From an optimization exercise on the open Yosys and OpenROAD flow, aimed at small area and few clock cycles; shortcuts taken in it are not production practice.
Only simulation tests tie the RTL to the original design; equivalence was not proved.
Power is estimated from default activity; no workload was simulated.

==> flow/design.v <==
module gbac_crc8_table (
    input  wire [7:0] idx,
    output wire [7:0] val
);
    assign val[0] = idx[0] ^ idx[1] ^ idx[2] ^ idx[3] ^ idx[4] ^ idx[5] ^ idx[7];
    assign val[1] = idx[1] ^ idx[2] ^ idx[3] ^ idx[4] ^ idx[5] ^ idx[6];
    assign val[2] = idx[0] ^ idx[1] ^ idx[6];
    assign val[3] = idx[1] ^ idx[2] ^ idx[7];
    assign val[4] = idx[2] ^ idx[3];
    assign val[5] = idx[3] ^ idx[4];
    assign val[6] = idx[4] ^ idx[5];
    assign val[7] = idx[0] ^ idx[1] ^ idx[2] ^ idx[3] ^ idx[4] ^ idx[6] ^ idx[7];
endmodule
module gbac_dispatch (
    input  wire       clk,
    input  wire       rst,         
    input  wire       rx_valid,
    output wire       rx_ready,
    input  wire [7:0] rx_data,
    input  wire       rx_last,
    input  wire [2:0] rx_nbits,    
    output wire       tx_valid,
    input  wire       tx_ready,
    output wire [7:0] tx_data,
    output wire       tx_last
);
    localparam CQD = 6;                      
    localparam WQD = 2;                      
    localparam [7:0] K_S = 8'h08;            
    localparam [7:0] K_P = 8'h48;            
    localparam [6:0] A_S0  = 7'h30;          
    localparam [6:0] A_S32 = 7'h50;
    localparam [6:0] A_P0  = 7'h51;          
    localparam [6:0] A_P8  = 7'h59;
    localparam [6:0] A_P32 = 7'h71;
    localparam [2:0] F_NONE = 3'd0,
                     F_ID   = 3'd1,
                     F_RDS  = 3'd2,          
                     F_RDP  = 3'd3,          
                     F_WR   = 3'd4,          
                     F_W80  = 3'd5,
                     F_WC0  = 3'd6,
                     F_WE0  = 3'd7;
    localparam [1:0] C_ID = 2'd0, C_RDS = 2'd1, C_RDP = 2'd2, C_WR = 2'd3;
    localparam [1:0] W_80 = 2'd1, W_C0 = 2'd2, W_E0 = 2'd3;
    localparam [1:0] SL_Z  = 2'd0,           
                     SL_ZA = 2'd1,           
                     SL_R  = 2'd2,           
                     SL_RA = 2'd3;           
    localparam [1:0] ROT_C0 = 2'd0, ROT_E0 = 2'd1, ROT_MAT = 2'd2;
    reg  [6:0]   ph;
    reg  [527:0] ring;
    wire [7:0]   head = ring[527:520];
    reg  [7:0]   in_r;
    reg  [1:0]   st_s;
    reg  [1:0]   st_p;
    wire         ph_s = (ph <= A_S32);       
    always @(posedge clk) begin
        if (rst || ph == A_P32) ph <= A_S0;
        else                    ph <= ph + 7'd1;
    end
    always @(posedge clk) begin
        ring <= {ring[519:0], in_r};
    end
    reg  [6:0]  idx;           
    reg  [2:0]  fcl;
    reg  [7:0]  crc;
    reg         rot;           
    reg         rot_run;       
    reg  [1:0]  rot_kind;
    wire [6:0]  rot_base = (rot_kind == ROT_E0) ? A_P0 : A_S0;
    wire [6:0]  rot_last = (rot_kind == ROT_C0) ? A_S32 : A_P32;
    wire        rot_act  = rot && (rot_run || ph == rot_base);
    wire        rot_end  = rot_act && (ph == rot_last);
    wire [7:0]  rot_byte = (rot_kind == ROT_E0 && ph == A_P8) ? 8'h81 :
                           (rot_kind == ROT_C0 && ph == A_S0) ? 8'h02 : head;
    wire [7:0]  crc_step;
    gbac_crc8_table u_tab (
        .idx (rot_act ? (((ph == rot_base) ? 8'h00 : crc) ^ rot_byte)
                      : (((idx == 7'd3) ? 8'h00 : crc) ^ rx_data)),
        .val (crc_step)
    );
    wire        nb1      = (rx_nbits == 3'd1);
    wire        push_id  = (idx == 7'd1)  && nb1 && (fcl == F_ID);
    wire        push_rd  = (idx == 7'd3)  && nb1 && (fcl == F_RDS || fcl == F_RDP);
    wire        push_wr  = (idx == 7'd35) && nb1 && fcl[2];
    wire        push_any = rx_last && (push_id || push_rd || push_wr);
    wire [1:0]  push_cmd = push_wr ? C_WR : push_rd ? (fcl[0] ? C_RDP : C_RDS) : C_ID;
    wire        push_rot = push_wr && ((fcl[1:0] == W_C0 && st_s == SL_R) ||
                                       (fcl[1:0] == W_E0 && st_p == SL_R));
    wire        in_slot = (idx >= A_S0) && (idx <= A_P32);
    reg  [1:0]  cq [0:CQD-1];
    reg  [2:0]  cn;
    reg  [9:0]  wq [0:WQD-1];
    reg  [1:0]  wn;
    wire        q_empty = (cn == 3'd0);
    wire        q_full  = (cn == CQD) || (push_wr && wn == WQD);
    wire        slots_in_ring = st_s[1] && st_p[1];
    wire        slot_ok = q_empty && slots_in_ring && (ph == idx);
    assign rx_ready = !rot && (!in_slot || slot_ok) &&
                      !(q_full && push_any) && !(push_rot && !q_empty);
    wire        rx_fire = rx_valid && rx_ready;
    always @(posedge clk) begin
        if (rst) begin
            idx <= 7'd0;
        end else if (rx_fire) begin
            idx <= rx_last ? 7'd0 : idx + 7'd1;
            if (idx == 7'd0)
                fcl <= (rx_data == 8'h00 || rx_data == 8'hFF) ? F_ID :
                       (rx_data == 8'h13) ? F_RDS :
                       (rx_data == 8'h14) ? F_WR : F_NONE;
            if (idx == 7'd1) begin
                case (fcl)
                F_RDS:   fcl <= (rx_data == 8'hC0) ? F_RDS :
                                (rx_data == 8'hF0) ? F_RDP : F_NONE;
                F_WR:    fcl <= (rx_data == 8'h80) ? F_W80 :
                                (rx_data == 8'hC0) ? F_WC0 :
                                (rx_data == 8'hE0) ? F_WE0 : F_WR;
                default: fcl <= F_NONE;
                endcase
            end
        end
        if ((rx_fire && idx >= 7'd3 && idx <= 7'd34) || rot_act)
            crc <= crc_step;
    end
    wire [1:0]  h_cmd = cq[cn - 3'd1];
    wire [9:0]  h_wr  = wq[wn - 2'd1];
    reg  [5:0]  cnt;           
    reg  [7:0]  b_data;
    reg         b_last;
    always @(*) begin
        b_data = 8'h00;
        b_last = 1'b1;
        case (h_cmd)
        C_ID: begin
            b_data = (cnt == 6'd1) ? 8'h03 : 8'h00;
            b_last = (cnt == 6'd2);
        end
        C_RDS: begin
            b_last = (cnt == 6'd32);
            b_data = (st_s == SL_ZA && cnt == 6'd0)  ? 8'h02 :
                     (st_s == SL_ZA && cnt == 6'd32) ? K_S : 8'h00;
        end
        C_RDP: begin
            b_last = (cnt == 6'd32);
            b_data = (st_p == SL_ZA && cnt == 6'd8)  ? 8'h81 :
                     (st_p == SL_ZA && cnt == 6'd32) ? K_P : 8'h00;
        end
        default: begin
            b_data = h_wr[7:0];
        end
        endcase
    end
    reg  [7:0]  hr;            
    reg         hv;            
    reg         hl;            
    wire        rd_s      = (h_cmd == C_RDS);
    wire        ring_mode = !q_empty && ((rd_s && st_s[1]) || (h_cmd == C_RDP && st_p[1]));
    wire [6:0]  rd_addr   = (rd_s ? A_S0 : A_P0) + {1'b0, cnt};
    assign tx_valid = ring_mode ? hv : (!q_empty && !rot);
    assign tx_data  = ring_mode ? hr : b_data;
    assign tx_last  = ring_mode ? hl : b_last;
    wire        tx_fire = tx_valid && tx_ready;
    wire        rd_load = ring_mode && !rot && (ph == rd_addr) && !(hv && hl) &&
                          (!hv || tx_ready);
    wire        pop     = tx_fire && tx_last;
    always @(posedge clk) begin
        if (rd_load) begin
            hr <= head;
            hl <= (cnt == 6'd32);
        end
    end
    always @(*) begin
        in_r = head;
        if (rx_fire && in_slot) in_r = rx_data;
        if (rot_act) begin
            case (rot_kind)
            ROT_C0:
                if (ph == A_S0)       in_r = 8'h02;
                else if (ph == A_S32) in_r = crc;
            ROT_E0:
                if (ph == A_P8)       in_r = 8'h81;
                else if (ph == A_P32) in_r = crc;
            default: begin
                if (ph_s ? !st_s[1] : !st_p[1]) begin
                    in_r = 8'h00;
                    if (st_s == SL_ZA && ph == A_S0)  in_r = 8'h02;
                    if (st_s == SL_ZA && ph == A_S32) in_r = K_S;
                    if (st_p == SL_ZA && ph == A_P8)  in_r = 8'h81;
                    if (st_p == SL_ZA && ph == A_P32) in_r = K_P;
                end
            end
            endcase
        end
    end
    integer i;
    always @(posedge clk) begin
        if (rx_fire && push_any) begin
            for (i = CQD - 1; i > 0; i = i - 1)
                cq[i] <= cq[i - 1];
            cq[0] <= push_cmd;
        end
        if (rx_fire && push_any && push_wr) begin
            for (i = WQD - 1; i > 0; i = i - 1)
                wq[i] <= wq[i - 1];
            wq[0] <= {fcl[1:0], crc};
        end
    end
    always @(posedge clk) begin
        if (rst) begin
            cn      <= 3'd0;
            wn      <= 2'd0;
            cnt     <= 6'd0;
            hv      <= 1'b0;
            rot     <= 1'b0;
            rot_run <= 1'b0;
            st_s    <= SL_Z;
            st_p    <= SL_Z;
        end else begin
            cn <= cn + (rx_fire && push_any) - pop;
            wn <= wn + (rx_fire && push_any && push_wr) - (pop && h_cmd == C_WR);
            if (pop)
                cnt <= 6'd0;
            else if (ring_mode ? rd_load : tx_fire)
                cnt <= cnt + 6'd1;
            if (rd_load)
                hv <= 1'b1;
            else if (tx_fire)
                hv <= 1'b0;
            if (pop && h_cmd == C_WR) begin
                case (h_wr[9:8])
                W_80: begin
                    st_s <= SL_Z;
                    st_p <= SL_Z;
                end
                W_C0: if (st_s == SL_Z) st_s <= SL_ZA;
                W_E0: if (st_p == SL_Z) st_p <= SL_ZA;
                default: ;
                endcase
            end
            if (rx_fire && push_rot) begin
                rot      <= 1'b1;
                rot_kind <= (fcl[1:0] == W_C0) ? ROT_C0 : ROT_E0;
            end
            if (in_slot && !slots_in_ring && q_empty && !rot) begin
                rot      <= 1'b1;
                rot_kind <= ROT_MAT;
            end
            if (rot_act)
                rot_run <= 1'b1;
            if (rot_end) begin
                rot     <= 1'b0;
                rot_run <= 1'b0;
                case (rot_kind)
                ROT_C0: st_s <= SL_RA;
                ROT_E0: st_p <= SL_RA;
                default: begin
                    st_s <= {1'b1, st_s[0]};
                    st_p <= {1'b1, st_p[0]};
                end
                endcase
            end
            if (rx_fire && in_slot && ph_s)  st_s <= SL_R;
            if (rx_fire && in_slot && !ph_s) st_p <= SL_R;
        end
    end
endmodule
export LEC_CHECK = 0
export CAP_MARGIN = 20
export CORE_MARGIN = 2
export CORE_UTILIZATION = 35
export CTS_BUF_LIST = sky130_fd_sc_hd__clkbuf_8
export CTS_CLUSTER_DIAMETER = 60
export CTS_CLUSTER_SIZE = 20
export PLACE_DENSITY = 0.55
export SLEW_MARGIN = 20
create_clock -name core_clock -period 11.0 [get_ports {clk}]
standard.sh (not shown) runs the stock make flow with config.mk's settings and CLKGATE_MAP_FILE= SYNTH_SCRIPT=/design/flow/synth_recipe.tcl, a recipe that flattens the netlist after the stock synthesis.
==> flow/flow/run.sh <==
#!/bin/bash
# The standard layout, with two changes: clock tree synthesis inserts no dummy
# loads, and the port buffers are the smallest buffer cell.
set -euo pipefail
export CTS_ARGS="-sink_clustering_enable -repair_clock_nets -dont_use_dummy_load -buf_list sky130_fd_sc_hd__clkbuf_4 -sink_clustering_size 10 -sink_clustering_max_diameter 40"
export BUFFER_PORTS_ARGS="-buffer_cell sky130_fd_sc_hd__buf_1"
bash standard.sh > standard.log 2>&1
The starting point produced a clean layout.
Testbench counts at the start, summed over its fixed seeds: cycles 47,099.
Rerun with:
==> flow/flow/run.sh (replaced) <==
#!/bin/bash
# The standard layout, with two changes: clock tree synthesis inserts no dummy
# loads, and the port buffers are the smallest buffer cell.
set -euo pipefail
export CTS_ARGS="-sink_clustering_enable -repair_clock_nets -dont_use_dummy_load -buf_list sky130_fd_sc_hd__clkbuf_16 -sink_clustering_size 36 -sink_clustering_max_diameter 60"
export BUFFER_PORTS_ARGS="-buffer_cell sky130_fd_sc_hd__buf_1"
bash standard.sh > standard.log 2>&1
Settings changed: CORE_UTILIZATION 35 to 50, CTS_BUF_LIST sky130_fd_sc_hd__clkbuf_8 to default, CTS_CLUSTER_DIAMETER 60 to default, CTS_CLUSTER_SIZE 20 to default, PLACE_DENSITY 0.55 to 0.8.
After rerunning:
- power grows by 1.2%
- wire length shrinks by 4.3%
- non-clock buffer count shrinks by 1
- worst hold slack improved by 0.029 ns
- worst setup slack got worse by 0.016 ns
- final area shrinks by 1.0%
- via count shrinks by 4.1%
- first-iteration DRC count shrinks by 2.8%
- die area shrinks by 30%
- global-route usage grows by 3.5 points
Rerun with:
==> flow/flow/run.sh (replaced) <==
#!/bin/bash
# The standard layout, with two changes: clock tree synthesis inserts no dummy
# loads, and the port buffers are the smallest buffer cell.
set -euo pipefail
export CTS_ARGS="-sink_clustering_enable -repair_clock_nets -dont_use_dummy_load -buf_list sky130_fd_sc_hd__clkbuf_8 -sink_clustering_size 20 -sink_clustering_max_diameter 60"
export BUFFER_PORTS_ARGS="-buffer_cell sky130_fd_sc_hd__buf_1"
bash standard.sh > standard.log 2>&1
Settings changed: CORE_UTILIZATION 50 to 35, CTS_BUF_LIST from default to sky130_fd_sc_hd__clkbuf_8, CTS_CLUSTER_DIAMETER from default to 60, CTS_CLUSTER_SIZE from default to 20, PLACE_DENSITY 0.8 to 0.55.
What happened: Worst hold slack is worse by 0.017 ns. Die area grows by about 40%. Total power shrinks by about 1.7%. Cell area grows by about 0.8%. Global-route usage shrinks by 4.0 points. Sequential power is about the same. Wire length grows by 3.1%.
Rerun with:
==> flow/run.sh (new file) <==
#!/bin/bash
# synth_recipe.tcl (not shown) runs the flow's synth.tcl, then flattens the netlist and writes it again
# the make line also repeats each setting of config.mk as NAME=value (left out here)
make -C /OpenROAD-flow-scripts/flow DESIGN_CONFIG=/design/flow/config.mk WORK_HOME=/design/flow/orfs CLKGATE_MAP_FILE= SYNTH_SCRIPT=/design/flow/synth_recipe.tcl finish
removed: flow/flow/run.sh
removed: flow/standard.sh
Combinational power goes up by 11%; clock skew goes down by 0.042 ns; design area goes up by 2.0%; sequential power is about the same; setup slack is worse by 0.68 ns; non-clock buffer count stays the same.

==> port drivers added, routing unchanged <==
In the flow no input, the clock included, has a driving cell. The finished layouts below were timed again as built, in two steps. Step 1 (the two cells are an assumption about what drives the block):
set clk [get_ports {clk}]
set_driving_cell -lib_cell sky130_fd_sc_hd__clkbuf_16 $clk
set_driving_cell -lib_cell sky130_fd_sc_hd__buf_2 [delete_from_list [all_inputs] $clk]
Step 2 times the ports against the registers' clock, not the clock port: input delays grow and output delays shrink by t, the midpoint of the rising clock arrivals with the driver on. Slacks: ideal ports / drivers / drivers and shift; pairs: ideal ports / drivers.
run	t, ns	slack for setup (ns)	hold slack, ns	worst setup path at the end	slew at the worst register clock pin (ns)
the first run	0.778	4.829 / 4.809 / 4.809	0.271 / 0.271 / 0.271	input to output	0.10 / 0.10
the second run	0.588	4.814 / 4.794 / 4.794	0.300 / 0.300 / 0.300	input to output	0.12 / 0.12
the third run	0.603	4.829 / 4.808 / 4.808	0.283 / 0.283 / 0.283	input to output	0.11 / 0.11
the fourth run	0.653	4.148 / 4.126 / 4.126	0.320 / 0.320 / 0.320	input to output	0.11 / 0.11
After both steps setup and hold are still met in every run listed. For the fourth run, which loses most, drivers alone change the setup slack by -0.022 ns; drivers and shift together by -0.022 ns.
